From an optimization exercise on the open Yosys and OpenROAD flow, aimed at small area, a short achievable clock period and few clock cycles per item; shortcuts taken in it are not production practice.
At most, simulation tests tie the RTL to the original design; equivalence was not proved.
No functional check of the RTL was part of run 6.
The clock port is modelled as an ideal driver, which makes a skipped or thinned clock tree look cheaper than it is; a real chip needs a root buffer or a tree.
Power figures rest on the tool's default switching activity, not on a simulated workload.

==> design.v <==
module p286_tmds_ser (
    input  wire        clk,
    input  wire        rst,         
    input  wire        in_valid,
    output wire        in_ready,
    input  wire        in_ctl,      
    input  wire        in_hsync,    
    input  wire        in_vsync,    
    input  wire [23:0] in_rgb,      
    output wire        out_valid,
    output wire [5:0]  out_unit
);
    reg  [4:0] j_q;         
    reg        h_q;         
    reg        act_q;       
    reg        rdy_q;       
    reg        act1_q;      
    reg        ov_q;        
    reg        pix_q;       
    reg        m0_q;        
    reg        m9_q;        
    reg  [9:0] ring_q [0:2];
    reg  [2:0] inv_q;
    reg  [2:0] o_q;
    wire i0   = !j_q[4] && !j_q[0];
        wire i9   =  j_q[4] && !j_q[3];
    wire i89  =  j_q[4] && !j_q[2];
    wire k354 = (j_q[2] && !j_q[3]) || (j_q[4] && j_q[0]) || (j_q[2] && !j_q[1]) || i9 || i0;
    wire t0     = !h_q && i0;
    wire t19    =  h_q && i9;
    wire pass1  = !h_q ? !i0 : i0;              
    wire mid    = pix_q && !h_q && !i0 && !i9;  
    wire accept = in_valid && rdy_q;
    wire idle_n = !accept && rdy_q;                
    always @(posedge clk) begin
        if (rst || idle_n) begin
            j_q <= 5'b10000;
            h_q <= 1'b1;
        end else begin
            j_q <= {j_q[3:0], !j_q[4]};
            h_q <= h_q ^ i9;
        end
        if (rst) begin
            act_q  <= 1'b0;
            rdy_q  <= 1'b1;
            act1_q <= 1'b0;
            ov_q   <= 1'b0;
        end else begin
            act_q  <= accept || (act_q && !t19);
            rdy_q  <= !accept && (!act_q || (h_q && i89));
            act1_q <= act_q;
            ov_q   <= act1_q;
        end
        if (rdy_q) begin
            pix_q <= !in_ctl;
            m0_q  <= !in_hsync;
            m9_q  <= in_hsync ^ in_vsync;
        end
    end
    genvar c;
    generate
        for (c = 0; c < 3; c = c + 1) begin : ch
            wire [9:0] r = ring_q[c];
            wire [7:0] din = in_rgb[8*c +: 8];
            wire a1 = r[2], a2 = r[3], a3 = r[4], a4 = r[5], a5 = r[6], a6 = r[7], a7 = r[8];
            wire p12 = a1 & a2, p34 = a3 & a4, o12 = a1 | a2, o34 = a3 | a4;
            wire ge1a = o12 | o34;
            wire ge2a = p12 | p34 | (o12 & o34);
            wire ge3a = (p12 & o34) | (p34 & o12);
            wire ge4a = p12 & p34;
            wire ge1b = a5 | a6 | a7;
            wire ge2b = (a5 & a6) | (a5 & a7) | (a6 & a7);
            wire ge3b = a5 & a6 & a7;
            wire maj = ge4a | (ge3a & ge1b) | (ge2a & ge2b) | (ge1a & ge3b);
            wire inv = inv_q[c];
            wire x   = r[9] ^ r[0] ^ inv;
            wire mk  = (c == 0) ? (i0 ? m9_q : m0_q) : 1'b0;
            wire k   = t0 ? 1'b1 : pix_q ? (i9 ? inv : !inv) : (k354 ^ mk);
            wire fb  = mid ? x : k;
            always @(posedge clk) begin
                if (rdy_q)
                    ring_q[c] <= {fb, din, r[1]};
                else
                    ring_q[c] <= {fb, r[9:1]};
                if (!pass1)
                    inv_q[c] <= maj;
                o_q[c] <= pass1 ? (fb ^ pix_q) : r[0];
            end
        end
    endgenerate
    assign in_ready  = rdy_q;
    assign out_valid = ov_q;
    assign out_unit  = {~o_q[2], o_q[2], ~o_q[1], o_q[1], ~o_q[0], o_q[0]};
endmodule
==> flow/run.sh <==
#!/bin/bash
export BUFFER_PORTS_ARGS="-buffer_cell sky130_fd_sc_hd__buf_1"
export CTS_ARGS="-sink_clustering_enable -repair_clock_nets -root_buf sky130_fd_sc_hd__clkbuf_8 -buf_list sky130_fd_sc_hd__clkbuf_8 -dont_use_dummy_load"
export POST_CTS_TCL="$PWD/flow/drop_root.tcl"
bash standard.sh > standard.log 2>&1
==> flow/drop_root.tcl <==
set block [ord::get_db_block]
set port_net [$block findNet clk]
set root ""
set nroot 0
foreach it [$port_net getITerms] { set root [$it getInst]; incr nroot }
if {$nroot != 1} { puts "drop_root: clock port drives $nroot pins, tree kept"; return }
set root_out ""
foreach it [$root getITerms] {
  if {[[$it getMTerm] getIoType] eq "OUTPUT"} { set root_out [$it getNet] }
}
set loads {}
set ok 1
foreach it [$root_out getITerms] {
  if {[$it getInst] eq $root} continue
  if {![string match "sky130_fd_sc_hd__clkbuf_*" [[[$it getInst] getMaster] getName]]} { set ok 0 }
  lappend loads $it
}
if {!$ok || [llength $loads] > 4} { puts "drop_root: root drives [llength $loads] pins, tree kept"; return }
puts "drop_root: removing [$root getName], port drives [llength $loads] buffers"
foreach it $loads { $it disconnect; $it connect $port_net }
foreach it [$root getITerms] { $it disconnect }
odb::dbInst_destroy $root
odb::dbNet_destroy $root_out
estimate_parasitics -placement
report_checks -path_delay max -format end
==> standard.sh <==
#!/bin/bash
# synth_recipe.tcl (not shown) runs the flow's synth.tcl, then flattens the netlist and writes it again
# the make line also repeats each setting of config.mk as NAME=value (left out here)
make -C /OpenROAD-flow-scripts/flow DESIGN_CONFIG=/design/flow/config.mk WORK_HOME=/design/flow/orfs CLKGATE_MAP_FILE= SYNTH_SCRIPT=/design/flow/synth_recipe.tcl "${@:-finish}"
==> config.mk <==
export PLATFORM = sky130hd
export DESIGN_NAME = p286_tmds_ser
export DESIGN_NICKNAME = p286_tmds_ser
export VERILOG_FILES = /design/flow/design.v
export SDC_FILE = /design/flow/constraint.sdc
export NUM_CORES = 4
export LEC_CHECK = 0
export ABC_AREA = 1
export CAP_MARGIN = 20
export CORE_MARGIN = 2
export CORE_UTILIZATION = 40
export SETUP_SLACK_MARGIN = 3.2
export SLEW_MARGIN = 20
==> constraint.sdc <==
create_clock -name core_clock -period 5.0 [get_ports {clk}]
set_input_delay 1.0000 -clock core_clock [delete_from_list [all_inputs] [get_ports {clk}]]
set_output_delay 1.0000 -clock core_clock [all_outputs]
set_load 0.01 [all_outputs]
==> impl.org, run 1 <==
** Setup path
- Number of cells on the worst reg-to-reg path :: 3
- Worst Setup End Kind :: output pin
- Startpoint types :: register
- Among cell families on the critical path, the largest total delay comes from flip-flops.
- Worst Path Arrival :: 630 ps
- Cell chain of the critical path :: inv_1 -> buf_2
- Delay of the slowest cell on the worst path :: between 300 and 400 ps
- Total number of cells along the worst setup path :: 2
- Required time at the worst-slack endpoint :: around 4000 ps
- The critical path in this run is classified as register to output pin.
- Worst path slowest cell :: sky130_fd_sc_hd__dfxtp_1
- Combined buffer and inverter count along the critical path :: 2
- Critical path peak fanout :: 2

** Power
- Power density over the cells :: approximately 360 nW/um^2
- Maximum resistive drop on vdd :: about 130 uV
- Total power after layout :: ~830 uW
- In this run the static leakage power is ~1.1 nW.

** Placement
- Summing all placed instances gives a cell area of roughly 2200 um^2.
- Post-placement cell count :: about 370
- The HPWL after detailed placement is between 2 and 3 mm.
- Input and output buffers added on the ports amount to 37.
- The congestion estimate from routability-driven global placement came to approximately 0.72.

** Timing
- Setup repair after global routing left no endpoint under its margin.
- Time the final worst path needs with I/O delays and setup :: ~1600 ps
- The number of slew-limit violations in the final report came to 0.
- Setup tns final :: 0 ps
- Least-Margin Pin Slew :: 365.9 ps
- Slew Limit Headroom :: between 70% and 80%
- Peak Freq :: 614.7 MHz
- Between clock sinks in the finished design, the worst skew comes to 4.339 ps.
- Number of hold violations in the final report :: 0
- Setup violations remaining at the end of the flow were counted as 0.
- In the finished design, the share of the clock period the worst path needs comes to between 30% and 40%.

** GRT
- GRT Util Overall :: 14.25%
- Via count of the first global-routing pass :: about 1.4k
- The first global-routing pass estimated slightly above 6 mm of wire.
- Initial antenna violation count :: 0
- Global-route congestion overflow total :: 0
- Entering global routing, the biggest net connects 37 pins.

** Floorplanning
- The core region is 4817 um^2.
- The floorplan has 25 rows.
- Once the floorplan was initialized, standard cells occupied a little over two fifths of the core.
- Number of primary I/O pins :: 38
- Full die area :: around 5600 um^2
- Die Y :: 75.14 um
- The die is 75.14 um wide.

** Final layout
- Non-filler instance count after layout :: 375
- With fillers left out, the area of the finished cells amounts to roughly 2300 um^2.
- Summing all flip-flop and latch instances after layout gives ~1000 um^2.
- In the final layout, the multi-input gates occupy 837.1 um^2.
- The repair_antennas step left the layout with diodes totalling 0.
- Layout filler cell count :: roughly 500
- Fraction of final layout cells with drive strength greater than 1 :: roughly 5.8%
- At the end of the flow, the number of nets in the layout was roughly 340.
- From synthesis to final layout, the design area changed by 13.53%.
- Commonest cells after routing, fill and taps aside :: sky130_fd_sc_hd__nand2_1, sky130_fd_sc_hd__dfxtp_1, sky130_fd_sc_hd__buf_1, sky130_fd_sc_hd__inv_1, sky130_fd_sc_hd__nor2_1
- The library cell used most frequently in the layout, excluding fill and tap cells, is sky130_fd_sc_hd__nand2_1.

** Flow run
- Max-cap violations in this run came to 0.

** Route
- Number of routed nets with antenna violations :: 0
- Final routed wire length divided by cell count :: just over 9 um
- For this block, the via count after detailed routing is about 1.7k.
- Drt first-iter violations :: 81
- WL final :: approximately 3.5 mm
- The pre-antenna-repair detailed-routing pass consisted of 4 iterations.
- Count of unresolved DRC violations after routing :: 0
- Average via count per standard cell :: approximately 4.4

** Logic synthesis
- After synthesis, the largest area contributor takes up between 40% and 50% of total cell area.
- During synthesis, Yosys emitted a total of 2 warnings.
- The cell count after synthesis came out at 270.
- In this run, distinct cell masters in the synthesized netlist total 24.
- Averaged over all synthesized cells, the footprint is 7.498 um^2.
- In the synthesized netlist the dominant register cell turns out to be sky130_fd_sc_hd__dfxtp_1.
- Cells taking the most area after synthesis :: sky130_fd_sc_hd__dfxtp_1, sky130_fd_sc_hd__nand2_1, sky130_fd_sc_hd__edfxtp_1, sky130_fd_sc_hd__inv_1, sky130_fd_sc_hd__nand3_1
- Number of enable flip-flop cells after synthesis :: 6
- When the netlist entered floorplanning its net count stood at between 300 and 400.
- Synth Register Bits :: 49
- Netlist area before placement :: 2024 um^2
- Summing the sequential cell areas from Yosys gives about half of the chip area.
- The synthesized design spends more area on one cell type than any other, namely sky130_fd_sc_hd__dfxtp_1.
- Counting flops with an async set or reset pin after synthesis yields a share of 0%.

** Worst hold path
- Hold Path Stages :: 0
- In this run the worst hold path is classified as register to register.

** Outcome
- Status :: no timing/DRC/antenna violations

** CTS
- For this design, the sink count on the clock tree is a little under 50.
- Skew-Pair Late Insertion Delay :: between 100 and 150 ps
- After clock tree synthesis, the clock-pin slew on the worst setup and hold paths is ~70 ps.
[flip-flops by register name, indices dropped and copies added (netlist names)]
register and count:
m0_q 1, h_q 1, pix_q 1, rdy_q 1
j_q 5, act_q 1, m9_q 1, act1_q 1
ring_q 30, inv_q 3, o_q 3, ov_q 1
[routing by layer]
layer / GRT usage [%] / share of wire (%) / wire length (um) / up-vias
met4: 3.704 / 1.1 / 38 / 0
met5: 0 / 0 / 0 / -
met2: 22.51 / 43 / 1480 / 26
li1: - / - / - / 926
met1: 19.50 / 53 / 1819 / 696
met3: 3.748 / 3.4 / 119 / 4
[metrics by stage]
| step | hold WS (ps) | utilization (%) | setup slack, ps |
|---|---|---|---|
| floorplan | 309.6 | - | 3505 |
| global placement | 310.4 | 46.49 | 3334 |
| detailed placement | 313.6 | 46.49 | 3325 |
| global route | 339.1 | 47.71 | 3319 |
| finish | 328.8 | 47.71 | 3373 |
[synthesized netlist by cell type, types with 2 or more instances]
library cell and instances:
sky130_fd_sc_hd__nand2_2 3, sky130_fd_sc_hd__nand2_1 104, sky130_fd_sc_hd__a21oi_1 4, sky130_fd_sc_hd__nand3_1 16, sky130_fd_sc_hd__or2_1 2, sky130_fd_sc_hd__inv_2 3
sky130_fd_sc_hd__nor2_1 17, sky130_fd_sc_hd__or2_2 2, sky130_fd_sc_hd__edfxtp_1 6, sky130_fd_sc_hd__clkbuf_1 4, sky130_fd_sc_hd__o211ai_1 2, sky130_fd_sc_hd__o21ai_0 13
sky130_fd_sc_hd__o221ai_1 2, sky130_fd_sc_hd__o21ai_1 3, sky130_fd_sc_hd__ha_1 2, sky130_fd_sc_hd__dfxtp_1 43, sky130_fd_sc_hd__o22ai_1 2, sky130_fd_sc_hd__xnor2_1 3
sky130_fd_sc_hd__xor2_1 2, sky130_fd_sc_hd__o2111ai_1 2, sky130_fd_sc_hd__inv_1 32
[power by group]
group	switching (mW)	total [mW]	internal, mW
logic	0.102	0.174	0.0720
clock network	0.0934	0.167	0.0732
registers	0.0344	0.491	0.457
total	0.229	0.831	0.602
[kinds of logic (layout without fill, tap and decap cells)]
group | after synthesis | count (layout) | synth area share (%)
and+or+nand+nor | 146 | 146 | 29.48
DFF | 49 | 49 | 51.42
buffers and inverters | 39 | 77 | 7.231
AOI/OAI and AO/OA | 29 | 29 | 8.467
xor gates and xnor gates | 5 | 5 | 2.164
adders and majority gates | 2 | 2 | 1.236
[cell type report]
class | count | area share, %
clock buffer | 4 | 2.395
timing repair buffer | 38 | 6.478
sequential | 49 | 45.35
inverter | 35 | 5.716
tap | 67 | 3.647
multi-input combinational | 182 | 36.42
[path summary, 6_finish.rpt]
kind                startpoint            to  slack, ps
setup / recovery        o_q[2]   out_unit[5]       3370
hold reg to reg   ring_q[2][1]  ring_q[2][0]        330
setup reg to reg        j_q[4]      inv_q[1]       3540
hold / removal    ring_q[2][1]  ring_q[2][0]        330
[worst register-to-register path, cell delays in order (launching register included)]
cell and delay (ps):
sky130_fd_sc_hd__dfxtp_1 370, sky130_fd_sc_hd__nor2_1 240, sky130_fd_sc_hd__ha_1 330, sky130_fd_sc_hd__inv_1 220
Testbench counts, summed over its fixed seeds: cycles 48,024, items 2,400.
==> run 2, diff against run 1 <==
--- a/config.mk
+++ b/config.mk
@@ -8,6 +8,7 @@
 export ABC_AREA = 1
 export CAP_MARGIN = 20
 export CORE_MARGIN = 2
-export CORE_UTILIZATION = 40
+export CORE_UTILIZATION = 60
+export PLACE_DENSITY = 0.65
 export SETUP_SLACK_MARGIN = 3.2
 export SLEW_MARGIN = 20
==> impl.org, run 2 <==
** Outcome
- The run finished with no timing, DRC or antenna violations.

** Logic synthesis
- Yosys attributes the largest share of cell area to sky130_fd_sc_hd__dfxtp_1, sky130_fd_sc_hd__nand2_1, sky130_fd_sc_hd__edfxtp_1, sky130_fd_sc_hd__inv_1, sky130_fd_sc_hd__nand3_1.
- Number of enable flip-flop cells after synthesis :: 6
- The most common cell in the synthesized netlist is sky130_fd_sc_hd__nand2_1.
- The most used flip-flop cell after synthesis is sky130_fd_sc_hd__dfxtp_1.
- The number of nets handed over by synthesis was a little over 300.
- The Yosys step of the flow raised 2 warnings.
- Cell type contributing the most total cell area after synthesis :: sky130_fd_sc_hd__dfxtp_1
- In this run, synthesis produced a sequential element count of between 40 and 50.
- Area share of the largest cell type after synthesis :: a little over two fifths
- Each instance of the synthesized netlist takes up on average roughly 7.5 um^2.
- The synthesized netlist contains 24 unique library cells.
- Most used standard cells in the synthesized netlist :: sky130_fd_sc_hd__nand2_1, sky130_fd_sc_hd__dfxtp_1, sky130_fd_sc_hd__inv_1
- The share of the Yosys chip area taken by registers is roughly half.
- Netlist area before placement :: between 2000 and 2500 um^2
- After synthesis, the share of flip-flops with an asynchronous set or reset is 0%.
- Number of cells produced by synthesis :: 270

** GRT
- Global-route congestion overflow total :: 0
- Global-route wire length before repair :: 5.430 mm
- Via count of the first global-routing pass :: ~1.4k
- GRT Util Overall :: 19.08%
- Initial antenna violation count :: 0
- Largest net degree at the start of global routing :: 37

** Route
- Dividing the detail-routed via count by the number of cells gives 4.706.
- After detailed routing, the number of remaining DRC violations is 0.
- Once detail routing completed, the nets flagged for antenna violations numbered 0.
- The detailed router finished its first iteration with 75 violations.
- First-pass detailed-route iteration total :: 4
- WL final :: roughly 3.4 mm
- The detailed router placed between 1.5k and 2k vias in this run.
- In the final routed layout, each cell accounts on average for 9.579 um.

** Floorplanning
- FP Rows :: 21
- Number of primary I/O pins :: 38
- The total area inside the core boundary comes to around 3300 um^2.
- Die Y :: about 62 um
- The initial utilization of the core area, before any placement, comes to slightly above 60%.
- Overall die width :: 62.09 um
- Full die area :: 3855 um^2

** Timing
- Final max-slew violation count :: 0
- Least-Margin Pin Slew :: about 390 ps
- The worst path uses 32.87% of the clock period.
- Setup total negative slack on the finished layout was measured at 0 ps.
- Setup violations remaining at the end of the flow were counted as 0.
- The number of hold violations in the final report was 0.
- Setup repair after global routing left no endpoint under its margin.
- Worst clock skew on the final layout :: ~20 ps
- Slew Limit Headroom :: between 70% and 80%
- Peak Freq :: about 610 MHz
- For the finished layout, the period the worst path requires is roughly 1600 ps.

** Setup path
- The number of buffers and inverters on the critical path is 2.
- The critical path goes through inv_1 -> buf_2.
- In this design, the stage delay of the slowest critical-path cell is 330 ps.
- Startpoint types :: register
- Critical path peak fanout :: 2
- Required time at the worst-slack endpoint :: ~4000 ps
- STA classifies the critical path endpoint as an output pin.
- Worst path slowest cell :: sky130_fd_sc_hd__dfxtp_1
- Worst Path Arrival :: 640 ps
- The worst setup path is of the register to output pin kind.
- Largest delay share family, worst path :: flip-flops

** Placement
- The congestion estimate from routability-driven global placement came to just under 0.8.
- Port buffering added 37 buffers.
- Post-placement cell count :: 350
- DP Area :: ~2200 um^2
- Detailed placement ended at an HPWL of approximately 2.5 mm.

** Final layout
- Top reg by flops :: ring_q
- Commonest cells after routing, fill and taps aside :: sky130_fd_sc_hd__nand2_1, sky130_fd_sc_hd__dfxtp_1, sky130_fd_sc_hd__buf_1, sky130_fd_sc_hd__inv_1, sky130_fd_sc_hd__nor2_1
- Relative to the synthesized area, the layout overhead comes to 12.36%.
- Non-filler instance count after layout :: about 350
- Once layout is done, the placed cells without fillers occupy around 2300 um^2.
- Fraction of final layout cells with drive strength greater than 1 :: around 6.5%
- The final layout contains 342 nets.
- Number of antenna diodes :: 0
- The largest registers in the layout are ring_q x30, j_q x5.
- Leaving out fill and tap cells, the most frequent cell in the layout is sky130_fd_sc_hd__nand2_1.
- Fill cells in the final layout number between 200 and 300.
- The register with the most flip-flops in the layout has 30 of them.

** CTS
- Counting every sink on the clock net gives 49.
- Skew-Pair Late Insertion Delay :: approximately 150 ps
- Clock transition at the register clock pins on the worst setup and hold paths after CTS :: ~90 ps

** Power
- The analysis attributes to cell leakage a power of 1.118 nW.
- VDD sags by at most about 230 uV.
- Dividing total power by cell area gives a power density of about 370 nW/um^2.

** Worst hold path
- The path class of the tightest hold or removal check is register to register.

** Flow run
- The tool flagged a number of max-cap violations equal to 0.
run 2: cell counts after synthesis:
No cell type changed its count.
run 2: area by class of cell:
type / instances / area (um^2) / share of cell area (%)
Tap cell: 46 / 57.56 / 2.530
Sequential cell: 49 / 1044 / 45.87
Clock buffer: 4 / 55.05 / 2.420
Timing Repair Buffer: 38 / 150.1 / 6.601
Multi-Input combinational cell: 182 / 837.1 / 36.80
Inverter: 35 / 131.4 / 5.776
run 2: cells by family (layout without fill, tap and decap cells):
kind of cell	count (synthesis)	in the layout	synth area share, %
AOI/OAI and AO/OA	29	29	8.467
xor gates and xnor gates	5	5	2.164
adders and majority gates	2	2	1.236
buffers and inverters	39	77	7.231
and+or+nand+nor	146	146	29.48
DFF	49	49	51.42
run 2: final timing paths:
path,startpoint,end,slack [ps],cells after the start
max,o_q[2],out_unit[5],3360,2
min,ring_q[0][1],ring_q[0][0],330,0
max reg2reg,rdy_q,h_q,3540,4
min reg2reg,ring_q[0][1],ring_q[0][0],330,0
run 2: report_power, final:
part / switching (mW) / internal (mW) / leakage [nW] / total (mW)
Clock: 0.0918 / 0.0732 / 0.0288 / 0.165
Sequential: 0.0350 / 0.457 / 0.422 / 0.492
Combinational: 0.102 / 0.0725 / 0.668 / 0.175
run 2: layer usage:
layer	global-route usage [%]	vias up	routed length (um)
met5	0	-	0
met3	5.176	7	136
met1	24.15	697	1688
met4	5.471	0	59
met2	31.99	37	1506
li1	-	925	-
run 2: stage by stage:
step	utilization [%]	worst slack (ps)	power [mW]	hold slack [ps]
floorplan	-	3505	0.6254	309.6
global route	69.26	3280	0.8904	336.1
finish	69.26	3356	0.8317	325.8
detailed placement	67.39	3299	0.6745	316.7
global placement	67.39	3336	0.6696	310.4
==> run 3, diff against run 2 <==
--- a/config.mk
+++ b/config.mk
@@ -8,7 +8,7 @@
 export ABC_AREA = 1
 export CAP_MARGIN = 20
 export CORE_MARGIN = 2
-export CORE_UTILIZATION = 60
-export PLACE_DENSITY = 0.65
+export CORE_UTILIZATION = 80
+export PLACE_DENSITY = 0.85
 export SETUP_SLACK_MARGIN = 3.2
 export SLEW_MARGIN = 20
==> impl.org, run 3 <==
** Outcome
- Status :: no timing/DRC/antenna violations

** Timing
- Worst clock skew on the final layout :: about 15 ps
- At the pin with the least slew margin, the transition time is 474.1 ps.
- Final max-slew violation count :: 0
- Of the available clock period, the critical path in the final layout requires 33.22%.
- Peak Freq :: approximately 600 MHz
- Time the final worst path needs with I/O delays and setup :: 1661 ps
- Setup violations remaining at the end of the flow were counted as 0.
- RSZ-0062 raised after global routing :: false
- Setup tns final :: 0 ps
- The number of hold violations in the final report is 0.
- Measured against its own limit, the worst slew margin works out to ~68%.
- The worst path meets setup with roughly 3300 ps of slack.

** Route
- After detailed routing, the number of remaining DRC violations is 0.
- In the final routed layout, each cell accounts on average for ~13 um.
- The detailed router placed approximately 1.9k vias in this run.
- In this run the remaining antenna-violating nets after routing total 0.
- First-pass detailed-route iteration total :: 6
- Average via count per standard cell :: between 5 and 6
- WL final :: around 4.6 mm
- The first routing iteration left 73 violations.

** Logic synthesis
- Ys Warns :: 2
- Netlist area before placement :: between 2000 and 2500 um^2
- Of all flip-flops after synthesis, the portion carrying an async set or reset was 0%.
- Of the total synthesized cell area, the portion taken by AND, OR, NAND and NOR gates is roughly 29%.
- After synthesis, the cell types taking the most area are sky130_fd_sc_hd__dfxtp_1, sky130_fd_sc_hd__nand2_1, sky130_fd_sc_hd__edfxtp_1, sky130_fd_sc_hd__inv_1, sky130_fd_sc_hd__nand3_1.
- Count of unique library cells instantiated by Yosys :: 24
- Post-synthesis share of cell area spent on full adders, half adders and majority gates :: between 1 and 1.5%
- Counting every net in the synthesized netlist gives between 300 and 400.
- After synthesis, flip-flops and latches occupy between 50% and 60% of the total area.
- Mean area per synthesized cell :: approximately 7.5 um^2
- Synthesis handed over a netlist of 270 instances.
- In this run the biggest area consumer among cell types represents approximately 43% of the synthesized area.
- Most used standard cells in the synthesized netlist :: sky130_fd_sc_hd__nand2_1, sky130_fd_sc_hd__dfxtp_1, sky130_fd_sc_hd__inv_1
- Largest family of logic cells by synthesized area :: simple AND/OR/NAND/NOR gates
- Fraction of the mapped netlist area in compound gates :: about 8.5%
- Mux share of post-synthesis cell area :: 0%
- Synth Register Bits :: 49
- The synthesized design contains 6 enable-type register cells.
- sky130_fd_sc_hd__nand2_1 is the most common cell in the netlist.
- Cell type contributing the most total cell area after synthesis :: sky130_fd_sc_hd__dfxtp_1
- Summing the areas of all xor and xnor instances in the mapped netlist gives 2.163% of the synthesized area.
- Among all flip-flop cells after synthesis, the most frequent one is sky130_fd_sc_hd__dfxtp_1.

** Final layout
- Commonest cells after routing, fill and taps aside :: sky130_fd_sc_hd__nand2_1, sky130_fd_sc_hd__dfxtp_1, sky130_fd_sc_hd__buf_1, sky130_fd_sc_hd__inv_1, sky130_fd_sc_hd__nor2_1
- Leaving out fill and tap cells, the most frequent cell in the layout is sky130_fd_sc_hd__nand2_1.
- Layout filler cell count :: between 90 and 100
- Flip-flop count of the largest register, all copies and words added :: 30
- Finished layout cell area :: roughly 2300 um^2
- In the final layout, the share of cells above drive strength 1 is 6.169%.
- The net count of the finished layout is 342.
- Register cell area after layout :: 1042 um^2
- Compared with the post-synthesis result, the final layout area differs by 11.31%.
- The largest registers in the layout are ring_q x30, j_q x5.
- The repair_antennas step left the layout with diodes totalling 0.
- In the final layout, the multi-input gates occupy 837.1 um^2.
- More flip-flops sit in one register than any other, and that register is ring_q.

** CTS
- Clock transition at the register clock pins on the worst setup and hold paths after CTS :: 90 ps
- The clock reaches the later pin of the worst-skew pair after 150 ps.
- Number of clock sinks :: 49

** Floorplanning
- Die Y :: around 54 um
- From left edge to right edge, the die measures approximately 54 um.
- Core area :: about 2400 um^2
- FP Rows :: 18
- Starting Density :: between 80% and 90%
- For this design the top-level I/O count stands at 38.
- Full die area :: 2949 um^2

** GRT
- The initial antenna violation count came to 0.
- Met1 global-route usage :: between 30% and 40%
- GRT Util Overall :: 32.22%
- Busiest metal layer after global routing :: met2
- Met2 track demand over resource :: between 60% and 70%
- The total overflow left after global routing is 0.
- The number of global-route vias before repair is approximately 1.6k.
- For this run, global-route usage on met3 was measured as 5.191%.
- The first global-routing pass estimated between 6 and 7 mm of wire.
- Entering global routing, the biggest net connects 37 pins.

** Placement
- Placer Congestion :: about 0.83
- OpenSTA, run right after detailed placement, puts the worst setup slack at 3244 ps.
- Post-detail-place hpwl :: 3.010 mm
- In this run the tool buffered the top-level ports with 37 buffer cells.
- Summing all placed instances gives a cell area of 2193 um^2.

** Setup path
- Number of cells on the worst reg-to-reg path :: 10
- Counting both buffers and inverters, the worst setup path holds a total of 2.
- The largest individual stage delay along the critical path comes from the cell sky130_fd_sc_hd__dfxtp_1.
- Critical path peak fanout :: 2
- For this run, the slowest stage of the critical path takes ~340 ps.
- Worst Setup End Kind :: output pin
- The critical path crosses 2 cells after its start point.
- Walking the worst path, the cells encountered are inv_1 -> buf_2.
- Startpoint types :: register
- The critical path in this run is classified as register to output pin.
- At the worst endpoint, the required time is around 4000 ps.
- Worst Path Arrival :: 660 ps
- Largest delay share family, worst path :: flip-flops

** Power
- Power density over the cells :: 380.6 nW/um^2
- Across the VDD grid, the largest voltage drop is ~330 uV.
- Combinational logic burns about 22% of the power.
- Static Leak :: between 1 and 1.5 nW
- Clock network fraction of design power :: about a fifth
- Internal power contribution :: ~600 uW
- Registers are responsible for around 58% of the overall power.
- Net switching component of the power :: between 200 and 300 uW
- Of the total power, the share spent switching nets is approximately 30%.

** Flow run
- Max-cap violations in this run came to 0.

** Worst hold path
- Worst min-delay path category :: register to register
- Along the worst hold path, the cell count comes to 0.
-- run 3: cell types whose count changed in the layout (fill, tap and decap cells not counted) --
cell | previous run | this run
sky130_fd_sc_hd__dfxtp_2 | 2 | 1
sky130_fd_sc_hd__dfxtp_1 | 41 | 42
-- run 3: worst register-to-register path, stage by stage (launching register included) --
cell,delay (ps)
sky130_fd_sc_hd__dfxtp_1,450
sky130_fd_sc_hd__nor2_1,130
sky130_fd_sc_hd__ha_1,190
sky130_fd_sc_hd__inv_1,60
sky130_fd_sc_hd__nand2_1,100
sky130_fd_sc_hd__nor2_1,150
sky130_fd_sc_hd__nand2_1,90
sky130_fd_sc_hd__nand2_1,110
sky130_fd_sc_hd__nand2_1,70
sky130_fd_sc_hd__nand3_1,110
sky130_fd_sc_hd__nand2_1,80
-- run 3: through the flow --
stage	hold WS, ps	utilization [%]	instances	total power, mW
global route	338.3	92.64	338	0.8960
finish	332.8	92.64	338	0.8577
floorplan	309.6	-	270	0.6254
detailed placement	312.8	90.17	334	0.6800
global placement	310.8	90.17	334	0.6650
-- run 3: layout make-up --
cell class / count / share of cell area, %
sequential: 49 / 46.25
timing repair buffer: 38 / 6.663
multi-input combinational: 182 / 37.15
tap: 30 / 1.666
inverter: 35 / 5.830
clock buffer: 4 / 2.443
-- run 3: power by group through the flow --
stage / clock [mW] / combinational [mW] / sequential (mW)
final: 0.170 / 0.191 / 0.497
after global routing: 0.179 / 0.214 / 0.503
after floorplan: 0 / 0.128 / 0.498
after detailed placement: 0 / 0.180 / 0.500
after global placement: 0 / 0.168 / 0.497
-- run 3: layer usage --
| metal | up-vias | part of all wire, % |
|---|---|---|
| li1 | 922 | - |
| met2 | 93 | 52 |
| met5 | - | 0 |
| met3 | 21 | 6.3 |
| met1 | 841 | 39 |
| met4 | 0 | 2.8 |
-- run 3: worst paths after layout --
path / startpoint / to / slack (ps)
setup / recovery: o_q[0] / out_unit[1] / 3340
hold / removal: ring_q[1][1] / ring_q[1][0] / 330
setup reg to reg: j_q[4] / o_q[0] / 3360
hold reg to reg: ring_q[1][1] / ring_q[1][0] / 330
-- run 3: cell families (layout without fill, tap and decap cells) --
| group | Yosys count | count (layout) |
|---|---|---|
| DFF | 49 | 49 |
| buffers and inverters | 39 | 77 |
| adders and majority gates | 2 | 2 |
| and+or+nand+nor | 146 | 146 |
| xor gates and xnor gates | 5 | 5 |
| AOI/OAI and AO/OA | 29 | 29 |
==> run 4, diff against run 3 <==
--- a/config.mk
+++ b/config.mk
@@ -6,9 +6,9 @@
 export NUM_CORES = 4
 export LEC_CHECK = 0
 export ABC_AREA = 1
+export ABC_CLOCK_PERIOD_IN_PS = 1700
 export CAP_MARGIN = 20
 export CORE_MARGIN = 2
-export CORE_UTILIZATION = 80
-export PLACE_DENSITY = 0.85
+export CORE_UTILIZATION = 40
 export SETUP_SLACK_MARGIN = 3.2
 export SLEW_MARGIN = 20
==> impl.org, run 4 <==
** GRT
- Global routing used under 10% of the available met3 tracks.
- Initial antenna violation count :: 0
- Global routing used 19.50% of the available met1 tracks.
- Met2 track demand over resource :: 22.51%
- The number of global-route vias before repair came to between 1k and 1.5k.
- Global-route wire length before repair :: between 6 and 7 mm
- GRT Util Overall :: 14.25%
- Busiest metal layer after global routing :: met2
- Global-route congestion overflow total :: 0
- Largest net degree at the start of global routing :: 37

** Placement
- Detailed placement ended at an HPWL of between 2 and 3 mm.
- Placer Congestion :: 0.7170
- Input and output buffers added on the ports amount to 37.

** Timing
- Time the final worst path needs with I/O delays and setup :: approximately 1600 ps
- In the final timing run, aggregate negative setup slack is 0 ps.
- Least-Margin Pin Slew :: roughly 370 ps
- Setup repair after global routing left no endpoint under its margin.
- Headroom to the max-slew limit came out at roughly three quarters.
- Of the available clock period, the critical path in the final layout requires between 30% and 40%.
- Final setup violation count :: 0
- The number of hold violations in the final report was 0.
- Static timing analysis puts the maximum clock frequency at 614.7 MHz.
- Worst clock skew on the final layout :: 4.339 ps
- Final max-slew violation count :: 0

** Floorplanning
- Number of primary I/O pins :: 38
- Starting Density :: ~42%
- The total area inside the core boundary comes to a little under 5000 um^2.
- The die is 75.14 um tall.
- FP Rows :: 25
- The die covers around 5600 um^2.
- Overall die width :: 75.14 um

** Worst hold path
- The worst hold path begins at ring_q[2][1].
- In this run the worst hold path is classified as register to register.

** Final layout
- Compared with the post-synthesis result, the final layout area differs by 13.53%.
- Number of antenna diodes :: 0
- Counting flops per register, the top entry is ring_q.
- The layout has about 500 filler cells.
- Commonest cells after routing, fill and taps aside :: sky130_fd_sc_hd__nand2_1, sky130_fd_sc_hd__dfxtp_1, sky130_fd_sc_hd__buf_1, sky130_fd_sc_hd__inv_1, sky130_fd_sc_hd__nor2_1
- The register with the most flip-flops in the layout has 30 of them.
- Leaving out fill and tap cells, the most frequent cell in the layout is sky130_fd_sc_hd__nand2_1.
- Register cell area after layout :: 1042 um^2
- Cells fill ~48% of the core in the end.
- Leading registers by flop count :: ring_q x30, j_q x5
- Number of nets in the final layout :: about 340
- Fraction of final layout cells with drive strength greater than 1 :: roughly 5.8%
- Summing all multi-input logic gate instances after layout gives ~840 um^2.

** Route
- For this run, the detailed router's first-pass iteration total came to 4.
- Drt first-iter violations :: slightly above 80
- Final routed wire length divided by cell count :: between 9 and 10 um
- In the routed layout, each cell is associated on average with a via count of 4.405.
- After detailed routing, the total wire length is 3.458 mm.
- The detail route stage leaves a number of antenna-violating nets equal to 0.
- Across all layers, the routed design uses 1652 vias.
- In the routed design, unresolved DRC markers number 0.

** Logic synthesis
- Leading cell type by number of instances after synthesis :: sky130_fd_sc_hd__nand2_1
- For this run, asynchronously set or reset flops after synthesis account for 0%.
- After synthesis, the most frequently instantiated cells are sky130_fd_sc_hd__nand2_1, sky130_fd_sc_hd__dfxtp_1, sky130_fd_sc_hd__inv_1.
- The most used flip-flop cell after synthesis is sky130_fd_sc_hd__dfxtp_1.
- Cells taking the most area after synthesis :: sky130_fd_sc_hd__dfxtp_1, sky130_fd_sc_hd__nand2_1, sky130_fd_sc_hd__edfxtp_1, sky130_fd_sc_hd__inv_1, sky130_fd_sc_hd__nand3_1
- Dividing the synthesized area by the synthesized cell count gives ~7.5 um^2.
- Number of cells produced by synthesis :: 270
- Ys Warns :: 2
- Area share of the largest cell type after synthesis :: between 40% and 50%
- After synthesis the netlist holds a flip-flop and latch count of a little under 50.
- Netlist area before placement :: about 2000 um^2
- Cell type contributing the most total cell area after synthesis :: sky130_fd_sc_hd__dfxtp_1
- After synthesis, the netlist uses 24 different library cells.
- Sequential elements use between 50% and 60% of the synthesized area.
- Number of enable flip-flop cells after synthesis :: 6
- The number of nets handed over by synthesis was 302.

** Setup path
- CP startpoint :: o_q[2]
- At the worst endpoint, the required time is 4000 ps.
- Worst Setup End Kind :: output pin
- Flop-to-flop setup slack :: roughly 3500 ps
- STA classifies the critical path startpoint as a register.
- Critical path peak fanout :: 2
- In this run the critical register-to-register path is captured at inv_q[1].
- The startpoint identified for the worst register-to-register timing path is j_q[4].
- STA puts the critical path data arrival time at between 600 and 700 ps.
- Number of cells on the worst reg-to-reg path :: 3
- Termination of the worst setup path :: out_unit[5]
- The critical path is of the register to output pin type.

** Outcome
- The flow ran to the end and the layout has no timing, DRC or antenna violations.

** CTS
- Number of clock sinks :: 49
- Skew-Pair Late Insertion Delay :: ~140 ps
- Clock transition at the register clock pins on the worst setup and hold paths after CTS :: around 70 ps

** Flow run
- The tool flagged a number of max-cap violations equal to 0.

** Power
- In this run the static leakage power is 1.115 nW.
- Across the VDD grid, the largest voltage drop is 133.9 uV.
- Power density over the cells :: roughly 360 nW/um^2
## run 4: worst max-delay path, cell delays in order (launching register included)
cell and delay (ps):
sky130_fd_sc_hd__dfxtp_1 330, sky130_fd_sc_hd__inv_1 40, sky130_fd_sc_hd__buf_2 130
## run 4: layout make-up
| type | instances | share of cell area, % |
|---|---|---|
| Sequential cell | 49 | 45.35 |
| Clock buffer | 4 | 2.395 |
| Multi-Input combinational cell | 182 | 36.42 |
| Inverter | 35 | 5.716 |
| Tap cell | 67 | 3.647 |
| Timing Repair Buffer | 38 | 6.478 |
## run 4: cells by family (layout without fill, tap and decap cells)
group	after synthesis	count (layout)	synth area share, %
compound gates	29	29	8.467
fa+ha+maj	2	2	1.236
xor+xnor	5	5	2.164
simple gates	146	146	29.48
buf+inv	39	77	7.231
flops	49	49	51.42
## run 4: per-stage QoR
step                      instance area (um^2)  hold WS, ps  total power, mW  worst slack, ps  std cells
final                                     2298        328.8           0.8312             3373        375
after global routing                      2298        339.1           0.8934             3319        375
after detailed placement                  2240        313.6           0.6744             3325        371
after global placement                    2240        310.4           0.6717             3334        371
after floorplan                           2024        309.6           0.6254             3505        270
## run 4: report_power, final
part           leakage (nW)  switching (mW)  total (mW)  internal (mW)
clock network        0.0288          0.0934       0.167         0.0732
registers             0.421          0.0344       0.491          0.457
logic                 0.665           0.102       0.174         0.0720
## run 4: worst min path at each step
stage / end / cells after the start / slack [ps]
2_1_floorplan: ring_q[0][0] / 0 / 310
5_1_grt: ring_q[0][0] / 0 / 340
3_5_place_dp: ring_q[0][0] / 0 / 310
3_3_place_gp: ring_q[0][0] / 0 / 310
6_report: ring_q[2][0] / 0 / 330
## run 4: metal layers
metal	wire (um)	vias up
li1	-	926
met1	1819	696
met2	1480	26
met3	119	4
met4	38	0
met5	0	-
==> run 5, diff against run 4 <==
--- a/config.mk
+++ b/config.mk
@@ -6,7 +6,7 @@
 export NUM_CORES = 4
 export LEC_CHECK = 0
 export ABC_AREA = 1
-export ABC_CLOCK_PERIOD_IN_PS = 1700
+export ABC_CLOCK_PERIOD_IN_PS = 1200
 export CAP_MARGIN = 20
 export CORE_MARGIN = 2
 export CORE_UTILIZATION = 40
==> impl.org, run 5 <==
** Logic synthesis
- Number of cells produced by synthesis :: 270
- The biggest area contributor in the post-synthesis netlist is sky130_fd_sc_hd__dfxtp_1.
- In the post-synthesis netlist, the cell with the most instances is sky130_fd_sc_hd__nand2_1.
- Netlist area before placement :: roughly 2000 um^2
- Ys Warns :: 2
- Mean area per synthesized cell :: 7.498 um^2
- Of all flip-flops after synthesis, the portion carrying an async set or reset was 0%.
- The number of different library cells used by synthesis comes to 24.
- Synth Register Bits :: about 50
- The top cell type by area accounts for between 40% and 50% of the synthesized area.
- Synth Flop Type :: sky130_fd_sc_hd__dfxtp_1
- The number of nets in the synthesized netlist is approximately 300.
- Most used standard cells in the synthesized netlist :: sky130_fd_sc_hd__nand2_1, sky130_fd_sc_hd__dfxtp_1, sky130_fd_sc_hd__inv_1
- Number of enable flip-flop cells after synthesis :: 6
- Cells taking the most area after synthesis :: sky130_fd_sc_hd__dfxtp_1, sky130_fd_sc_hd__nand2_1, sky130_fd_sc_hd__edfxtp_1, sky130_fd_sc_hd__inv_1, sky130_fd_sc_hd__nand3_1
- Sequential cells were found to cover between 50% and 60% of the synthesized design area.

** Route
- The first detailed-routing pass ran for 4 iterations.
- WL final :: ~3.5 mm
- Drt first-iter violations :: 81
- The detailed router placed ~1.7k vias in this run.
- Using the TritonRoute via totals, the vias-per-cell ratio works out to 4.405.
- Final routed wire length divided by cell count :: ~9.2 um
- The count of nets left with antenna violations once routing finished came out at 0.
- For this run, design rule violations remaining after detail routing come to 0.

** Floorplanning
- The initialized floorplan defines 25 standard-cell rows.
- Die Y :: about 75 um
- Starting Density :: between 40% and 50%
- Full die area :: between 5000 and 6000 um^2
- During I/O placement, the number of pins put on the boundary was 38.
- Overall die width :: ~75 um
- Core area :: a little under 5000 um^2

** GRT
- The initial antenna violation count is 0.
- Global-route wire length before repair :: 6.120 mm
- Largest net degree at the start of global routing :: 37
- In the global route stage, met1 resource usage came out at between 10% and 20%.
- Global routing used 3.748% of the available met3 tracks.
- For this run the aggregate overflow at the end of global routing stands at 0.
- The number of global-route vias before repair was between 1k and 1.5k.
- Met2 track demand over resource :: roughly 23%
- In this run the most used layer during global routing was met2.
- In the global route stage, overall resource usage came out at between 10% and 20%.

** Final layout
- 0 antenna diodes ended up in the layout.
- The area growth from synthesis to layout is 13.53%.
- Cells with a size suffix above 1 make up under 10% of the layout.
- The library cells used most frequently in the layout, excluding fill and tap cells, are sky130_fd_sc_hd__nand2_1, sky130_fd_sc_hd__dfxtp_1, sky130_fd_sc_hd__buf_1, sky130_fd_sc_hd__inv_1, sky130_fd_sc_hd__nor2_1.
- Leaving out fill and tap cells, the most frequent cell in the layout is sky130_fd_sc_hd__nand2_1.
- Once layout is complete, the cells apart from fillers number about 380.
- Number of nets in the final layout :: around 340
- The largest registers in the layout are ring_q x30, j_q x5.
- After filler insertion, the fill cell instance count of the layout stands at between 500 and 600.
- The register with the most flip-flops in the final layout is ring_q.
- Flip-flop count of the largest register, all copies and words added :: 30

** Timing
- At the pin with the least slew margin, the transition time is between 300 and 400 ps.
- The number of hold violations in the final report is 0.
- The worst path uses approximately a third of the clock period.
- Worst clock skew on the final layout :: 4.339 ps
- Final max-slew violation count :: 0
- Final setup violation count :: 0
- RSZ-0062 raised after global routing :: false
- In the final timing run, aggregate negative setup slack is 0 ps.
- Derived from the worst setup path, the maximum achievable clock frequency is a little over 600 MHz.
- Slew Limit Headroom :: approximately three quarters
- Time the final worst path needs with I/O delays and setup :: roughly 1600 ps

** Power
- In this run, the clock network consumes between 20% and 30% of the power.
- In this run, the combinational gates consume about a fifth of the power.
- Summed over all cells, the static leakage comes to about 1.1 nW.
- Internal power contribution :: approximately 600 uW
- Power density over the cells :: roughly 360 nW/um^2
- The worst-case IR drop observed on VDD is around 130 uV.
- Net switching is between 20% and 30% of the power.
- Summed over all nets, the switching power comes to 229.5 uW.
- Sequential cells account for approximately three fifths of the total power.

** CTS
- After clock tree synthesis, the clock-pin slew on the worst setup and hold paths is roughly 70 ps.
- The later pin in the worst-skew pair is clocked with a latency of 140 ps.
- Number of clock sinks :: 49

** Setup path
- The endpoint identified for the worst register-to-register timing path is inv_q[1].
- STA classifies the critical path startpoint as a register.
- CP startpoint :: o_q[2]
- Delay of the slowest cell on the worst path :: between 300 and 400 ps
- By startpoint and endpoint, the worst setup path is classified as register to output pin.
- Cell chain of the critical path :: inv_1 -> buf_2
- The worst register-to-register path has a setup slack of about 3500 ps.
- At the worst endpoint, the required time is around 4000 ps.
- For this design, the slowest cell found on the critical path is sky130_fd_sc_hd__dfxtp_1.
- Together, buffers and inverters on the worst path number 2.
- STA classifies the critical path endpoint as an output pin.
- Worst reg2reg startpoint :: j_q[4]
- Along the worst path, the maximum fanout reaches 2.
- Number of cells on the worst reg-to-reg path :: 3
- Worst Path Arrival :: around 630 ps
- Largest delay share family, worst path :: flip-flops

** Worst hold path
- The path with the worst hold slack has its endpoint at ring_q[2][0].
- Min-delay src :: ring_q[2][1]
- Hold Path Stages :: 0
- Worst min-delay path category :: register to register

** Placement
- Post-detail-place hpwl :: 2.621 mm
- The number of placed instances, taps included, is around 370.
- Input and output buffers added on the ports amount to 37.
- At the end of routability-driven placement, the weighted congestion stood at ~0.72.

** Flow run
- Max-cap violations in this run came to 0.

** Outcome
- Status :: no timing/DRC/antenna violations
## run 5: cell counts after synthesis
No cell type changed its count.
## run 5: area by class of cell
| cell class | count | area [um^2] | share of cell area [%] |
|---|---|---|---|
| Timing Repair Buffer | 38 | 148.9 | 6.478 |
| Inverter | 35 | 131.4 | 5.716 |
| Tap cell | 67 | 83.83 | 3.647 |
| Clock buffer | 4 | 55.05 | 2.395 |
| Multi-Input combinational cell | 182 | 837.1 | 36.42 |
| Sequential cell | 49 | 1042 | 45.35 |
## run 5: worst max-delay path by stage
| stage | end | slack [ps] | cells past startpoint |
|---|---|---|---|
| after detailed placement | h_q | 3320 | 4 |
| after global routing | out_unit[3] | 3320 | 2 |
| final | out_unit[5] | 3370 | 2 |
| after global placement | j_q[4] | 3330 | 4 |
| after floorplan | in_ready | 3500 | 0 |
## run 5: power by group through the flow
stage | registers, mW | logic [mW] | clock network (mW)
final | 0.491 | 0.174 | 0.167
after global routing | 0.500 | 0.206 | 0.188
after detailed placement | 0.500 | 0.174 | 0
after global placement | 0.499 | 0.173 | 0
after floorplan | 0.498 | 0.128 | 0
## run 5: worst reg2reg max path: stages (launching register included)
cell	delay [ps]
sky130_fd_sc_hd__dfxtp_1	370
sky130_fd_sc_hd__nor2_1	240
sky130_fd_sc_hd__ha_1	330
sky130_fd_sc_hd__inv_1	220
## run 5: kinds of logic (layout without fill, tap and decap cells)
| family | count (synthesis) | count (layout) | share of synthesized area, % |
|---|---|---|---|
| simple gates | 146 | 146 | 29.48 |
| flops | 49 | 49 | 51.42 |
| buf+inv | 39 | 77 | 7.231 |
| compound gates | 29 | 29 | 8.467 |
| xor+xnor | 5 | 5 | 2.164 |
| fa+ha+maj | 2 | 2 | 1.236 |
## run 5: through the flow
stage	area, um^2	utilization [%]	hold WS (ps)	power [mW]	setup WS, ps
after global placement	2240	46.49	310.4	0.6717	3334
after global routing	2298	47.71	339.1	0.8934	3319
final	2298	47.71	328.8	0.8312	3373
after floorplan	2024	-	309.6	0.6254	3505
after detailed placement	2240	46.49	313.6	0.6744	3325
## run 5: per-layer routing
metal / share of wire [%] / vias to the layer above
met2: 43 / 26
met4: 1.1 / 0
li1: - / 926
met3: 3.4 / 4
met1: 53 / 696
met5: 0 / -
==> run 6, diff against run 5 <==
--- a/design.v
+++ b/design.v
@@ -75,13 +75,10 @@
             wire inv = inv_q[c];
             wire x   = r[9] ^ r[0] ^ inv;
             wire mk  = (c == 0) ? (i0 ? m9_q : m0_q) : 1'b0;
-            wire k   = t0 ? 1'b1 : pix_q ? (i9 ? inv : !inv) : (k354 ^ mk);
+            wire k   = t0 ? 1'b1 : !pass1 ? 1'b0 : pix_q ? (i9 ? inv : !inv) : (k354 ^ mk);
             wire fb  = mid ? x : k;
             always @(posedge clk) begin
-                if (rdy_q)
-                    ring_q[c] <= {fb, din, r[1]};
-                else
-                    ring_q[c] <= {fb, r[9:1]};
+                ring_q[c] <= {fb, ({8{act_q}} & r[9:2]) | ({8{rdy_q}} & din), r[1]};
                 if (!pass1)
                     inv_q[c] <= maj;
                 o_q[c] <= pass1 ? (fb ^ pix_q) : r[0];
--- a/config.mk
+++ b/config.mk
@@ -6,7 +6,6 @@
 export NUM_CORES = 4
 export LEC_CHECK = 0
 export ABC_AREA = 1
-export ABC_CLOCK_PERIOD_IN_PS = 1200
 export CAP_MARGIN = 20
 export CORE_MARGIN = 2
 export CORE_UTILIZATION = 40
==> impl.org, run 6 <==
** Placement
- Post-detail-place hpwl :: ~2.8 mm
- Placer Congestion :: a little under 0.8
- Once placement finished, the instance area stood at between 2000 and 2500 um^2.
- I/O Buffers :: 37

** Final layout
- Most common library cell in the layout ignoring fill and taps :: sky130_fd_sc_hd__nand2_1
- Number of antenna diodes :: 0
- Fraction of final layout cells with drive strength greater than 1 :: under 10%
- Leaving out fill and tap cells, the most frequent cells in the layout are sky130_fd_sc_hd__nand2_1, sky130_fd_sc_hd__dfxtp_1, sky130_fd_sc_hd__inv_1, sky130_fd_sc_hd__buf_1, sky130_fd_sc_hd__nor2_1.
- Top reg by flops :: ring_q
- Layout-stage area growth over the synthesis result :: 13.72%
- After routing the design area is roughly 2400 um^2.
- Number of nets in the final layout :: roughly 350
- Leading registers by flop count :: ring_q x30, j_q x5
- Layout filler cell count :: roughly 550
- The register with the most flip-flops in the layout has 30 of them.

** Timing
- Slew Limit Headroom :: 55.37%
- Worst clock skew on the final layout :: between 20 and 25 ps
- Number of hold violations in the final report :: 0
- Setup violations remaining at the end of the flow were counted as 0.
- For the pin with the worst max-slew slack, the measured transition is approximately 670 ps.
- For this run, the top clock speed supported by timing is between 600 and 700 MHz.
- Setup tns final :: 0 ps
- Hold Worst Slack :: approximately 330 ps
- The number of slew-limit violations in the final report is 0.
- In the finished design, the share of the clock period the worst path needs comes to 32.76%.
- Setup repair after global routing left no endpoint under its margin.
- Counting I/O delays and the setup requirement, the final critical path takes 1638 ps.

** GRT
- Global-route congestion overflow total :: 0
- The initial antenna violation count is 0.
- The first global-routing pass estimated ~6.7 mm of wire.
- The number of global-route vias before repair came to approximately 1.6k.
- GRT Util Overall :: 14.27%
- Largest net degree at the start of global routing :: 20

** Setup path
- Largest delay share family, worst path :: flip-flops
- Combined buffer and inverter count along the critical path :: 2
- In this run the critical register-to-register path is launched from j_q[4].
- Counting buffers and inverters, the worst setup path is 2 cells deep.
- Required time at the worst-slack endpoint :: roughly 4000 ps
- Critical path peak fanout :: 2
- Worst Path Arrival :: 640 ps
- The signal on the critical path passes through inv_1 -> buf_2.
- Startpoint types :: register
- Delay of the slowest cell on the worst path :: approximately 330 ps
- Worst path slowest cell :: sky130_fd_sc_hd__dfxtp_2
- The worst setup path is captured at an output pin.
- Startpoint-to-endpoint class of the critical path :: register to output pin
- Counting cells, the worst reg-to-reg path comes to 8.
- FF-to-FF End :: o_q[2]
- Across all register-to-register paths, the minimum setup slack is roughly 3400 ps.

** Power
- Static Leak :: around 1.1 nW
- Maximum resistive drop on vdd :: approximately 200 uV
- Power density over the cells :: roughly 360 nW/um^2

** Logic synthesis
- Leading cell type by number of instances after synthesis :: sky130_fd_sc_hd__nand2_1
- Synthesized net count :: roughly 310
- Netlist area before placement :: between 2000 and 2500 um^2
- Synth Register Bits :: between 40 and 50
- For this run, the leading register cell type out of synthesis is sky130_fd_sc_hd__dfxtp_1.
- Number of cells produced by synthesis :: about 270
- Count of unique library cells instantiated by Yosys :: 29
- Cell type contributing the most total cell area after synthesis :: sky130_fd_sc_hd__dfxtp_1
- The share of synthesized area in the top cell type comes to between 40% and 50%.
- In the synthesized netlist the async set-or-reset flop fraction comes to 0%.
- Yosys printed 2 warnings.
- Portion of the post-synthesis area used by sequential elements :: around 50%
- Most used standard cells in the synthesized netlist :: sky130_fd_sc_hd__nand2_1, sky130_fd_sc_hd__dfxtp_1, sky130_fd_sc_hd__inv_1
- Number of enable flip-flop cells after synthesis :: 6
- Averaged over all synthesized cells, the footprint is ~7.6 um^2.
- Cells taking the most area after synthesis :: sky130_fd_sc_hd__dfxtp_1, sky130_fd_sc_hd__nand2_1, sky130_fd_sc_hd__edfxtp_1, sky130_fd_sc_hd__inv_1, sky130_fd_sc_hd__nand3_1

** Route
- Vias :: around 1.7k
- First-pass detailed-route iteration total :: 4
- Number of routed nets with antenna violations :: 0
- Using the TritonRoute via totals, the vias-per-cell ratio works out to 4.501.
- Drt first-iter violations :: about 100
- WL final :: slightly below 4 mm
- Final routed wire length divided by cell count :: 10.10 um
- After detailed routing, the number of remaining DRC violations is 0.

** CTS
- Clock transition at the register clock pins on the worst setup and hold paths after CTS :: roughly 90 ps
- For the worst-skew pair, the clock arrives at the later sink with an insertion delay of approximately 150 ps.
- Number of clock sinks :: 49

** Worst hold path
- Min-delay src :: ring_q[0][1]
- Along the worst hold path, the cell count comes to 0.
- Worst Hold End :: ring_q[0][0]
- Worst min-delay path category :: register to register

** Flow run
- Across the run, the number of max-cap violations was 0.

** Floorplanning
- Overall die width :: between 70 and 80 um
- Die Y :: between 70 and 80 um
- Number of primary I/O pins :: 38
- Starting Density :: 40.98%
- In this run the core area contains 26 standard-cell rows.
- Core area :: approximately 5100 um^2
- The die covers 5791 um^2.

** Outcome
- The flow ran to the end and the layout has no timing, DRC or antenna violations.
==> run 6: cell types whose count changed after synthesis, moves of 3 or more <==
cell	change
sky130_fd_sc_hd__nor2_1	+4
sky130_fd_sc_hd__nand2_2	+5
sky130_fd_sc_hd__a22o_1	+4
sky130_fd_sc_hd__nand2_1	-11
sky130_fd_sc_hd__inv_1	+3
==> run 6: kinds of logic (layout without fill, tap and decap cells) <==
| family | Yosys count | count (layout) | synth area share (%) |
|---|---|---|---|
| adders and majority gates | 2 | 2 | 1.203 |
| xor gates and xnor gates | 5 | 5 | 2.106 |
| and+or+nand+nor | 144 | 144 | 29.36 |
| DFF | 49 | 49 | 50.06 |
| AOI/OAI and AO/OA | 28 | 28 | 8.844 |
| buffers and inverters | 46 | 83 | 8.423 |
==> run 6: metal layers <==
metal  vias up  wire [um]  global-route usage (%)
li1        928          -                       -
met1       743       1818                   18.75
met2        40       1810                   24.38
met3         4        185                   2.844
met4         0         35                   3.273
met5         -          0                       0
==> run 6: power breakdown <==
group | switching [mW] | internal, mW
Clock | 0.0997 | 0.0734
Combinational | 0.106 | 0.0756
Sequential | 0.0384 | 0.456
Total | 0.244 | 0.605
==> run 6: cell type report <==
type	count	area [um^2]	area share, %
tap	70	87.58	3.704
inverter	40	150.1	6.349
clock buffer	4	55.05	2.328
timing repair buffer	39	160.2	6.772
multi-input combinational	179	865.8	36.61
sequential	49	1046	44.23
==> run 6: worst max path at each step <==
| stage | startpoint | endpoint |
|---|---|---|
| after global placement | rdy_q | in_ready |
| after global routing | j_q[4] | o_q[0] |
| final | o_q[0] | out_unit[1] |
| after detailed placement | rdy_q | in_ready |
| after floorplan | in_valid | h_q |
==> run 6: worst register-to-register path: stages, from the launching register on <==
cell	delay, ps
sky130_fd_sc_hd__dfxtp_1	450
sky130_fd_sc_hd__nor2_2	100
sky130_fd_sc_hd__ha_1	450
sky130_fd_sc_hd__nand3_1	130
sky130_fd_sc_hd__nand2_2	100
sky130_fd_sc_hd__nand2_2	60
sky130_fd_sc_hd__nand2_2	60
sky130_fd_sc_hd__nand3_1	80
sky130_fd_sc_hd__o21ai_2	80
==> run 6: metrics by stage <==
step | setup slack [ps] | instances | utilization [%] | total power, mW
detailed placement | 2778 | 375 | 44.95 | 0.6822
global route | 3254 | 381 | 46.60 | 0.9068
floorplan | 3407 | 274 | - | 0.6327
global placement | 2762 | 375 | 44.95 | 0.6791
finish | 3362 | 381 | 46.60 | 0.8490
==> run 7, diff against run 6 <==
--- a/design.v
+++ b/design.v
@@ -75,10 +75,13 @@
             wire inv = inv_q[c];
             wire x   = r[9] ^ r[0] ^ inv;
             wire mk  = (c == 0) ? (i0 ? m9_q : m0_q) : 1'b0;
-            wire k   = t0 ? 1'b1 : !pass1 ? 1'b0 : pix_q ? (i9 ? inv : !inv) : (k354 ^ mk);
+            wire k   = t0 ? 1'b1 : pix_q ? (i9 ? inv : !inv) : (k354 ^ mk);
             wire fb  = mid ? x : k;
             always @(posedge clk) begin
-                ring_q[c] <= {fb, ({8{act_q}} & r[9:2]) | ({8{rdy_q}} & din), r[1]};
+                if (rdy_q)
+                    ring_q[c] <= {fb, din, r[1]};
+                else
+                    ring_q[c] <= {fb, r[9:1]};
                 if (!pass1)
                     inv_q[c] <= maj;
                 o_q[c] <= pass1 ? (fb ^ pix_q) : r[0];
==> flow/run.sh (replaced) <==
#!/bin/bash
set -e
rm -rf myscripts
cp -r "$FLOW_HOME/scripts" myscripts
cp flow/abc_area.script myscripts/abc_area.script
export BUFFER_PORTS_ARGS="-buffer_cell sky130_fd_sc_hd__buf_1"
export CTS_ARGS="-sink_clustering_enable -repair_clock_nets -root_buf sky130_fd_sc_hd__clkbuf_8 -buf_list sky130_fd_sc_hd__clkbuf_8 -dont_use_dummy_load"
export POST_CTS_TCL="$PWD/flow/drop_root.tcl"
SCRIPTS_DIR="$PWD/myscripts" bash standard.sh synth > synth.log 2>&1
bash standard.sh > standard.log 2>&1
==> flow/abc_area.script (new file) <==
strash
balance
rewrite
refactor
balance
rewrite
rewrite -z
balance
refactor -z
rewrite -z
balance
dch -f
map -a
topo
==> impl.org, run 7 <==
** Outcome
- Status :: no timing/DRC/antenna violations

** Setup path
- Number of cells on the worst reg-to-reg path :: 10
- On the critical path, the stage with the largest delay is an instance of sky130_fd_sc_hd__o21ai_0.
- Startpoint-to-endpoint class of the critical path :: primary input to register
- Flop-to-flop setup slack :: roughly 3300 ps
- The worst setup path is captured at a register.
- In this run the critical register-to-register path is captured at o_q[0].
- The number of buffers and inverters on the critical path is 1.
- Worst Path Arrival :: between 1500 and 2000 ps
- The worst register-to-register path begins at j_q[4].
- Required time at the worst-slack endpoint :: approximately 5100 ps
- Grouping stages by cell kind, the critical path spends the most delay in compound AO/OA/AOI/OAI gates.
- Delay of the slowest cell on the worst path :: roughly 500 ps
- The signal on the critical path passes through buf_1 -> o21ai_0 -> or2_2.
- STA classifies the critical path startpoint as a primary input.
- Critical path peak fanout :: 6

** Power
- In this run the power density over the cells is around 360 nW/um^2.
- In this run, the combinational gates consume approximately a fifth of the power.
- Internal power comes to 606.4 uW.
- The clock network accounts for around a fifth of the total power.
- Maximum resistive drop on vdd :: 142.4 uV
- Net switching component of the power :: ~230 uW
- Sequential Power Share :: between 50% and 60%
- Switching Fraction :: 27.63%
- For this design the static power due to leakage is just over 0.9 nW.
- Summing internal, switching and leakage power gives ~840 uW.

** Final layout
- Summing all flip-flop and latch instances after layout gives between 1000 and 1500 um^2.
- The largest registers in the layout are ring_q x30, j_q x5.
- The layout has 487 filler cells.
- Commonest cells after routing, fill and taps aside :: sky130_fd_sc_hd__nand2_1, sky130_fd_sc_hd__dfxtp_1, sky130_fd_sc_hd__buf_1, sky130_fd_sc_hd__clkinv_1
- After routing the design area is 2320 um^2.
- For this run, the share of the core covered by cells in the final layout is between 40% and 50%.
- After the flow finishes, the layout carries non-filler instances totaling ~340.
- Counting flops per register, the top entry is ring_q.
- The register with the most flip-flops in the layout has 30 of them.
- Fraction of final layout cells with drive strength greater than 1 :: a little under a tenth
- The area growth from synthesis to layout is 19.92%.
- The multi-input combinational cells in the finished layout cover a total of roughly 800 um^2.
- Most common library cell in the layout ignoring fill and taps :: sky130_fd_sc_hd__nand2_1
- In the final design database the tool counted 322 nets.
- Number of antenna diodes :: 0

** CTS
- At the later pin of the worst-skew pair, clock insertion delay measures approximately 140 ps.
- After clock tree synthesis, the clock-pin slew on the worst setup and hold paths is around 80 ps.
- Number of clock sinks :: 49

** Timing
- Time the final worst path needs with I/O delays and setup :: around 1700 ps
- The number of slew-limit violations in the final report came to 0.
- Hold timing on the final database bottoms out at a slack of 331.3 ps.
- Least-Margin Pin Slew :: slightly below 600 ps
- Of the available clock period, the critical path in the final layout requires 34.59%.
- RSZ-0062 raised after global routing :: true
- Number of hold violations in the final report :: 0
- Setup violations remaining at the end of the flow were counted as 0.
- Worst clock skew on the final layout :: between 10 and 15 ps
- Slew Limit Headroom :: about 60%
- The worst path meets setup with approximately 3300 ps of slack.
- For this run, the top clock speed supported by timing is about 580 MHz.
- Setup tns final :: 0 ps

** Worst hold path
- Worst Hold End :: ring_q[1][0]
- The min-delay analysis places its worst path in the category register to register.
- In this run the most critical hold path is launched from ring_q[1][1].
- Hold Path Stages :: 0

** Logic synthesis
- A synthesized cell averages about 8 um^2.
- For this run, the number of Yosys warnings is 2.
- After Yosys synthesis, XOR and XNOR cells account for about 2.7% of the synthesized area.
- The number of different library cells used by synthesis comes to 25.
- Of the total synthesized cell area, the portion taken by AND, OR, NAND and NOR gates is a little under a fifth.
- Area share of the largest cell type after synthesis :: roughly 45%
- Mux share of post-synthesis cell area :: 0.5175%
- Synth Register Bits :: between 40 and 50
- Share of flip-flops with an asynchronous set or reset after synthesis :: 0%
- sky130_fd_sc_hd__nand2_1 is the most common cell in the netlist.
- Synth Flop Type :: sky130_fd_sc_hd__dfxtp_1
- The mapped netlist covers approximately 1900 um^2.
- Sorting the synthesized cells by how often they occur yields sky130_fd_sc_hd__nand2_1, sky130_fd_sc_hd__dfxtp_1, sky130_fd_sc_hd__clkinv_1.
- Synthesized net count :: approximately 270
- After synthesis, the largest family of logic cells by area is simple AND/OR/NAND/NOR gates.
- The synthesized netlist devotes between 10% and 20% of its cell area to compound gates.
- The largest total area in the synthesized netlist belongs to sky130_fd_sc_hd__dfxtp_1.
- Portion of the post-synthesis area used by sequential elements :: a little over half
- Number of enable flip-flop cells after synthesis :: 6
- In the synthesized netlist, the number of instances is 239.
- Post-synthesis share of cell area spent on full adders, half adders and majority gates :: ~1.3%
- Cells taking the most area after synthesis :: sky130_fd_sc_hd__dfxtp_1, sky130_fd_sc_hd__nand2_1, sky130_fd_sc_hd__edfxtp_1, sky130_fd_sc_hd__clkinv_1, sky130_fd_sc_hd__o21ai_0

** GRT
- In the global route stage, met2 resource usage came out at 24.40%.
- The initial antenna violation count is 0.
- Met1 global-route usage :: 19.95%
- Global-route congestion overflow total :: 0
- Global-route wire length before repair :: between 6 and 7 mm
- Global Route met3 Usage :: 3.841%
- Entering global routing, the biggest net connects 24 pins.
- Via count of the first global-routing pass :: approximately 1.4k
- The layer flagged by global routing as most heavily used is met2.
- GRT Util Overall :: 15.00%

** Flow run
- Count of max-cap constraint violations :: 0

** Route
- Drt first-iter violations :: 72
- WL final :: roughly 3.8 mm
- In the routed design, unresolved DRC markers number 0.
- The count of nets left with antenna violations once routing finished came out at 0.
- First-pass detailed-route iteration total :: 4
- In the routed layout, each cell is associated on average with a via count of roughly 4.8.
- Final routed wire length divided by cell count :: 11.04 um
- Detailed routing inserted a total of between 1.5k and 2k vias.

** Floorplanning
- Die Y :: between 70 and 80 um
- FP Rows :: 25
- After floorplanning, the core was sized to cover ~4700 um^2.
- The die covers about 5400 um^2.
- Overall die width :: about 74 um
- Starting Density :: roughly two fifths
- Number of primary I/O pins :: 38

** Placement
- In this run the cell area measured after placement is 2142 um^2.
- Post-placement cell count :: 330
- Post-detail-place hpwl :: approximately 2.5 mm
- Placer Congestion :: 0.7623
- Prior to clock tree synthesis, the placed netlist has a worst setup slack of around 2800 ps.
- I/O Buffers :: 37
run 7: changes by cell type after synthesis, moves of 12 or more:
| cell | delta |
|---|---|
| sky130_fd_sc_hd__o21ai_0 | +16 |
| sky130_fd_sc_hd__nand3_1 | -12 |
| sky130_fd_sc_hd__clkinv_1 | +36 |
| sky130_fd_sc_hd__inv_1 | -35 |
| sky130_fd_sc_hd__nand2_1 | -39 |
run 7: cells by family after synthesis:
kind of cell | Yosys count
buffers and inverters | 37
multiplexers | 1
flip-flops | 49
adder cells (fa/ha/maj) | 2
AO/OA/AOI/OAI | 54
XOR/XNOR | 6
AND/OR/NAND/NOR | 90
run 7: area by class of cell:
class	instances	share of cell area [%]
well taps	54	2.913
repair buffers	45	8.900
flip-flops and latches	49	45.31
inverters	37	6.149
multi-input cells	153	34.36
clock buffers	4	2.373
run 7: metal layers:
layer	routed length, um	vias up
met2	1682	31
li1	-	883
met4	37	0
met3	187	5
met1	1866	733
met5	0	-
run 7: power groups by stage:
stage / Clock, mW / Combinational [mW] / Sequential [mW]
after global routing: 0.189 / 0.207 / 0.501
after detailed placement: 0 / 0.152 / 0.509
final: 0.166 / 0.180 / 0.493
after global placement: 0 / 0.149 / 0.507
after floorplan: 0 / 0.109 / 0.502
run 7: worst max path at each step:
stage                     startpoint  endpoint  slack, ps  cells past startpoint
after floorplan                rdy_q       h_q       3320                      3
final                       in_valid    j_q[4]       3270                      3
after detailed placement       rdy_q    j_q[4]       2760                      3
after global placement         rdy_q    j_q[4]       2860                      3
after global routing          j_q[0]    o_q[2]       3190                     11
Testbench counts of run 7, summed over its fixed seeds: cycles 48,024, items 2,400.

## what the ideal ports hide
Ports are ideal in the flow. The routed layouts listed here were re-timed in OpenROAD.
Step 1: set_driving_cell puts a clkbuf_16 on clk and a buf_2 on each other input, an assumption about the parent block.
Step 2 also shifts input and output timing later by t, the mid clock arrival at the registers, as if the neighbouring blocks saw the same clock.
Three values: ideal ports, drivers, drivers and shift; two values: the first two.
run	t, ns	setup WS [ns]	hold slack, ns	worst setup path at the end	clock arrival spread, ns
run 1	0.188	3.373 / 3.323 / 3.322	0.329 / 0.329 / 0.329	input to register	0.004 / 0.004
run 2	0.189	3.356 / 3.306 / 3.303	0.326 / 0.326 / 0.326	input to register	0.020 / 0.019
run 3	0.192	3.339 / 3.286 / 3.224	0.333 / 0.333 / 0.333	input to register	0.015 / 0.015
run 4	0.188	3.373 / 3.323 / 3.322	0.329 / 0.329 / 0.329	input to register	0.004 / 0.004
run 5	0.188	3.373 / 3.323 / 3.322	0.329 / 0.329 / 0.329	input to register	0.004 / 0.004
run 6	0.190	3.362 / 3.312 / 3.203	0.325 / 0.325 / 0.325	input to register	0.024 / 0.024
run 7	0.188	3.270 / 3.296 / 3.113	0.331 / 0.331 / 0.331	input to register	0.011 / 0.011
After both steps every run listed still meets setup and hold. For run 6, which loses most, drivers alone change the setup slack by -0.050 ns; drivers and shift together by -0.159 ns.
